What follows belongs to an exercise in optimizing a design on an open flow for a short achievable clock period and few clock cycles; a production flow would make more cautious choices.
Only simulation tests tie the RTL to the original design; equivalence was not proved.
No driver is modelled on the clock port, so clock power and skew are understated where the tree is cut down; a real chip needs a root buffer or a tree.
Power figures rest on the tool's default switching activity, not on a simulated workload.

== trial 50 ==
## acb_stream
module acb_stream (
    input  wire        clk,
    input  wire        rst,
    input  wire        start,
    input  wire [1:0]  op,
    input  wire [15:0] arg0,
    input  wire [12:0] in_len,
    output reg         done,
    output reg  [12:0] out_len,
    output reg  [12:0] in_pos,
    output reg  [2:0]  err_code,
    output reg  [15:0] err_info,
    output wire [11:0] in_addr,
    input  wire [7:0]  in_rdata,
    output wire [11:0] out_raddr,
    input  wire [7:0]  out_rdata,
    output reg         out_we,
    output reg  [11:0] out_waddr,
    output reg  [7:0]  out_wdata
);
Size: ~2100 cells after synthesis.
Settings: LEC_CHECK=0, CAP_MARGIN=20, CORE_MARGIN=2, CORE_UTILIZATION=40, SLEW_MARGIN=20; clock period 10.0 ns.
standard.sh (not shown) runs the stock make flow with config.mk's settings and CLKGATE_MAP_FILE= SYNTH_SCRIPT=/design/flow/synth_recipe.tcl, a recipe that flattens the netlist after the stock synthesis.
==> flow/flow/run.sh <==
#!/bin/bash
HERE=$(pwd)
bash standard.sh SETUP_SLACK_MARGIN=7.5 ABC_CLOCK_PERIOD_IN_PS=3000 CORE_UTILIZATION=65 PLACE_DENSITY=0.75 PRE_CTS_TCL=$HERE/flow/star_cts.tcl finish > flow_standard.log 2>&1
Other scripts of this flow, unchanged in this note and not shown: flow/flow/star_cts.tcl
Trial 50 finished every step from synthesis to the final layout, and the layout passed the timing, DRC and antenna checks.
Testbench counts of trial 50, summed over its fixed seeds: cycles 269,392.
Edits applied to the flow inputs when going from trial 50 to trial 53:
diff --git a/flow/design.v b/flow/design.v
--- a/flow/design.v
+++ b/flow/design.v
@@ -207,19 +207,18 @@
     reg        p1_fin, p2_fin;
     reg [7:0]  h1;           
     reg [7:0]  h2;           
     reg [2:0]  r_code;
     reg [2:0]  r_isel;       
     reg        r_pos;        
     reg        r_dec;        
     assign out_raddr = ra;
     wire wv = m_mat ? p2_v : emit;    
-    wire sfin = run & ~m_mat & remz & ~zf;
     wire busy = st_r | bad_cmd | run | p1_fin | p2_fin;
     wire go   = start & ~busy;
     reg [7:0] wd;
     always @(*) begin
         case (p2_sel)
             SEL_LIT: wd = p2_b;
             SEL_MEM: wd = out_rdata;
             SEL_H1:  wd = h1;
             default: wd = h2;
@@ -305,23 +304,23 @@
                 run <= 1'b0;
             bad_cmd <= 1'b0;
             if (st_r) begin
                 if (op_r == 2'd3 || (op_r == 2'd2 && arg_r > 16'd4096))
                     bad_cmd <= 1'b1;
                 else
                     run <= 1'b1;
             end
             p1_v   <= emit & m_mat;
-            p1_fin <= fin & ~sfin;
+            p1_fin <= fin & m_mat;
             p2_v   <= p1_v && !bad_r;
             p2_fin <= p1_fin;
             out_we <= wv;
-            done   <= sfin | p2_fin;
+            done   <= m_mat ? p2_fin : fin;
         end
     end
     always @(posedge clk) begin
         op_r  <= op;
         arg_r <= arg0;
         len_r <= in_len;
         ird   <= in_rdata;
         if (push) begin
             B[wp]  <= ird;
@@ -409,41 +408,41 @@
             wp     <= 3'd0;
             rem    <= len_r;
             remz   <= (len_r == 13'd0);
             rem1   <= (len_r == 13'd1);
             P      <= 13'd0;
             room   <= arg_r[12:0];
             roomz  <= (arg_r[12:0] == 13'd0);
             arg_hi <= arg_r[15:13];
             r_dec  <= 1'b0;
-            r_isel <= I_ZERO;
             zf     <= 1'b0;
             cact   <= 1'b0;
             fsh    <= 9'h100;
             exh    <= 1'b1;
             one    <= 1'b0;
             pf     <= 1'b0;
         end
         p1_sel <= e_sel;
         p1_b   <= e_byte;
         p2_sel <= p1_sel;
         p2_b   <= p1_b;
         out_wdata <= m_mat ? wd : e_byte;
         if (p2_v) begin
             h1 <= wd;
             h2 <= h1;
         end
-        wc <= st_r ? 12'd0 : wc + {11'd0, p2_v};
-        out_waddr <= m_mat ? wc : P[11:0];
+        wc <= st_r ? 12'd0 : wc + {11'd0, wv};
+        out_waddr <= wc;
         out_len  <= P - {12'd0, r_dec};
-        in_pos   <= sfin ? hp : !r_pos ? 13'd0 : (m_mat && pf) ? hp - 13'd1 : hp;
-        err_code <= sfin ? E_NONE : r_code;
-        case (r_isel)
+        in_pos   <= !(fin ? (f_code == E_NONE) : r_pos) ? 13'd0 :
+                    (m_mat && pf) ? hp - 13'd1 : hp;
+        err_code <= fin ? f_code : r_code;
+        case (fin ? f_info : r_isel)
             I_HP:    err_info <= {3'd0, hp};
             I_HP1:   err_info <= {3'd0, hp_p1};
             I_HPM2:  err_info <= {3'd0, hp - 13'd2};
             I_CAP:   err_info <= 16'd4096;
             I_ARG:   err_info <= {arg_hi, room};
             I_OP:    err_info <= 16'd3;
             default: err_info <= 16'd0;
         endcase
     end
[summary]
Maximum frequency delta for trial 53 relative to trial 50: 19 MHz lower. Trial 53 vs. trial 50: number of signal-net inverters in the final layout saw a decrease, sequential-to-total area share from yosys stat saw an increase. The flip-flop and latch count reported for trial 53 is smaller than that of trial 50 by 0.72%. Count of flip-flops with a built-in enable after synthesis for trial 53 is lower than for trial 50. Length of routed met3 wiring, trial 53 vs trial 50: up by a little under 10%. Trial 50 → trial 53: area occupied by multi-input gates -45 µm²; number of hold buffers added after CTS ~0 delta.
Testbench counts of trial 53, summed over its fixed seeds: cycles 269,392.
In every run of this note, the design's own scripts or RTL, not TritonCTS, make the clock network.

## v6
Starting RTL as in the previous note.
clock: 10.0 ns
lec_check: 0
cap_margin: 20
core_margin: 2
core_utilization: 40
slew_margin: 20
Scripts as last shown in full above: flow/flow/run.sh
Other scripts of this flow, unchanged in this note and not shown: flow/flow/star_cts.tcl
Testbench counts of v6, summed over its fixed seeds: cycles 269,392.
Input changes introduced in v7 (baseline for comparison: v6):
diff --git a/flow/design.v b/flow/design.v
--- a/flow/design.v
+++ b/flow/design.v
@@ -211,25 +211,28 @@
     reg [2:0]  r_isel;       
     reg        r_pos;        
     reg        r_dec;        
     assign out_raddr = ra;
     wire wv = m_mat ? p2_v : emit;    
     wire sfin = run & ~m_mat & remz & ~zf;
     wire busy = st_r | bad_cmd | run | p1_fin | p2_fin;
     wire go   = start & ~busy;
-    reg [7:0] wd;
+    reg [7:0] wo;
     always @(*) begin
-        case (p2_sel)
-            SEL_LIT: wd = p2_b;
-            SEL_MEM: wd = out_rdata;
-            SEL_H1:  wd = h1;
-            default: wd = h2;
+        if (!m_mat)
+            wo = e_byte;           
+        else case (p2_sel)
+            SEL_H1:  wo = h1;
+            SEL_H2:  wo = h2;
+            default: wo = p2_b;
         endcase
     end
+    wire       wmem = m_mat & (p2_sel == SEL_MEM);
+    wire [7:0] wd   = wmem ? out_rdata : wo;
     integer k;
     wire      push = irv & run;
     wire      ivn  = ({1'b0, n} + irv + rv + iv < 5'd8);    
     wire      irdz = (ird == 8'h00);
     reg [7:0] cb  [0:3];
     reg       cbz [0:3];
     reg [2:0] ci;
     always @(*) begin
@@ -422,17 +425,17 @@
             exh    <= 1'b1;
             one    <= 1'b0;
             pf     <= 1'b0;
         end
         p1_sel <= e_sel;
         p1_b   <= e_byte;
         p2_sel <= p1_sel;
         p2_b   <= p1_b;
-        out_wdata <= m_mat ? wd : e_byte;
+        out_wdata <= wd;
         if (p2_v) begin
             h1 <= wd;
             h2 <= h1;
         end
         wc <= st_r ? 12'd0 : wc + {11'd0, p2_v};
         out_waddr <= m_mat ? wc : P[11:0];
         out_len  <= P - {12'd0, r_dec};
         in_pos   <= sfin ? hp : !r_pos ? 13'd0 : (m_mat && pf) ? hp - 13'd1 : hp;
Results
- Delta (v7 minus v6): clock power increased 5.8%, transition time at the pin with the least slew margin decreased 0.053 ns, final worst setup slack increased 0.080 ns, static power due to leakage increased 0.78 nW.
- In the tables for v6 and v7, share of the clock period used by the worst path reads higher with v6.
- Diff v6 -> v7: via count normalized by instance count picked up an extra 0.15; gate count of the mapped netlist climbed about 7%; design area moved up.
- v6 → v7: post-synthesis instance area higher; wire length of the first global-routing pass picked up an extra about 14%; mux cell area share after synthesis moved down; wire length per cell after detailed routing higher.
- On critical path required time: v7 sits below v6.
Testbench counts of v7, summed over its fixed seeds: cycles 269,392.
No run of this note takes its clock network from TritonCTS; it comes from the design's own scripts or RTL.

## afterwards: timing with drivers on the ports
The flow's constraints put no driver on any port. The routed layouts listed below were extracted and timed again, unchanged, in two steps.
Step 1 sets driving cells, clkbuf_16 on the clock port and buf_2 on the other inputs (assumed; they add their load-dependent delay and slew).
Step 2 adds t to the input delays and takes it off the output delays; t is the mean of the earliest and latest rising clock arrival at the registers after step 1. Input paths then give back, and output paths get back, about the clock's delay inside the block.
Slacks: no drivers / after step 1 / after step 2; pairs: no drivers / after step 1.
run | t, ns | slack for setup (ns) | pins driven straight from the clock port
trial 50 | 0.469 | 7.163 / 7.036 / 6.996 | 4
trial 53 | 0.464 | 7.004 / 6.998 / 7.004 | 4
v6 | 0.453 | 7.239 / 7.037 / 6.988 | 4
v7 | 0.477 | 7.319 / 7.048 / 7.106 | 4
After both steps every run listed still meets setup and hold. For v6, which loses most, drivers alone change the setup slack by -0.202 ns; drivers and shift together by -0.251 ns.
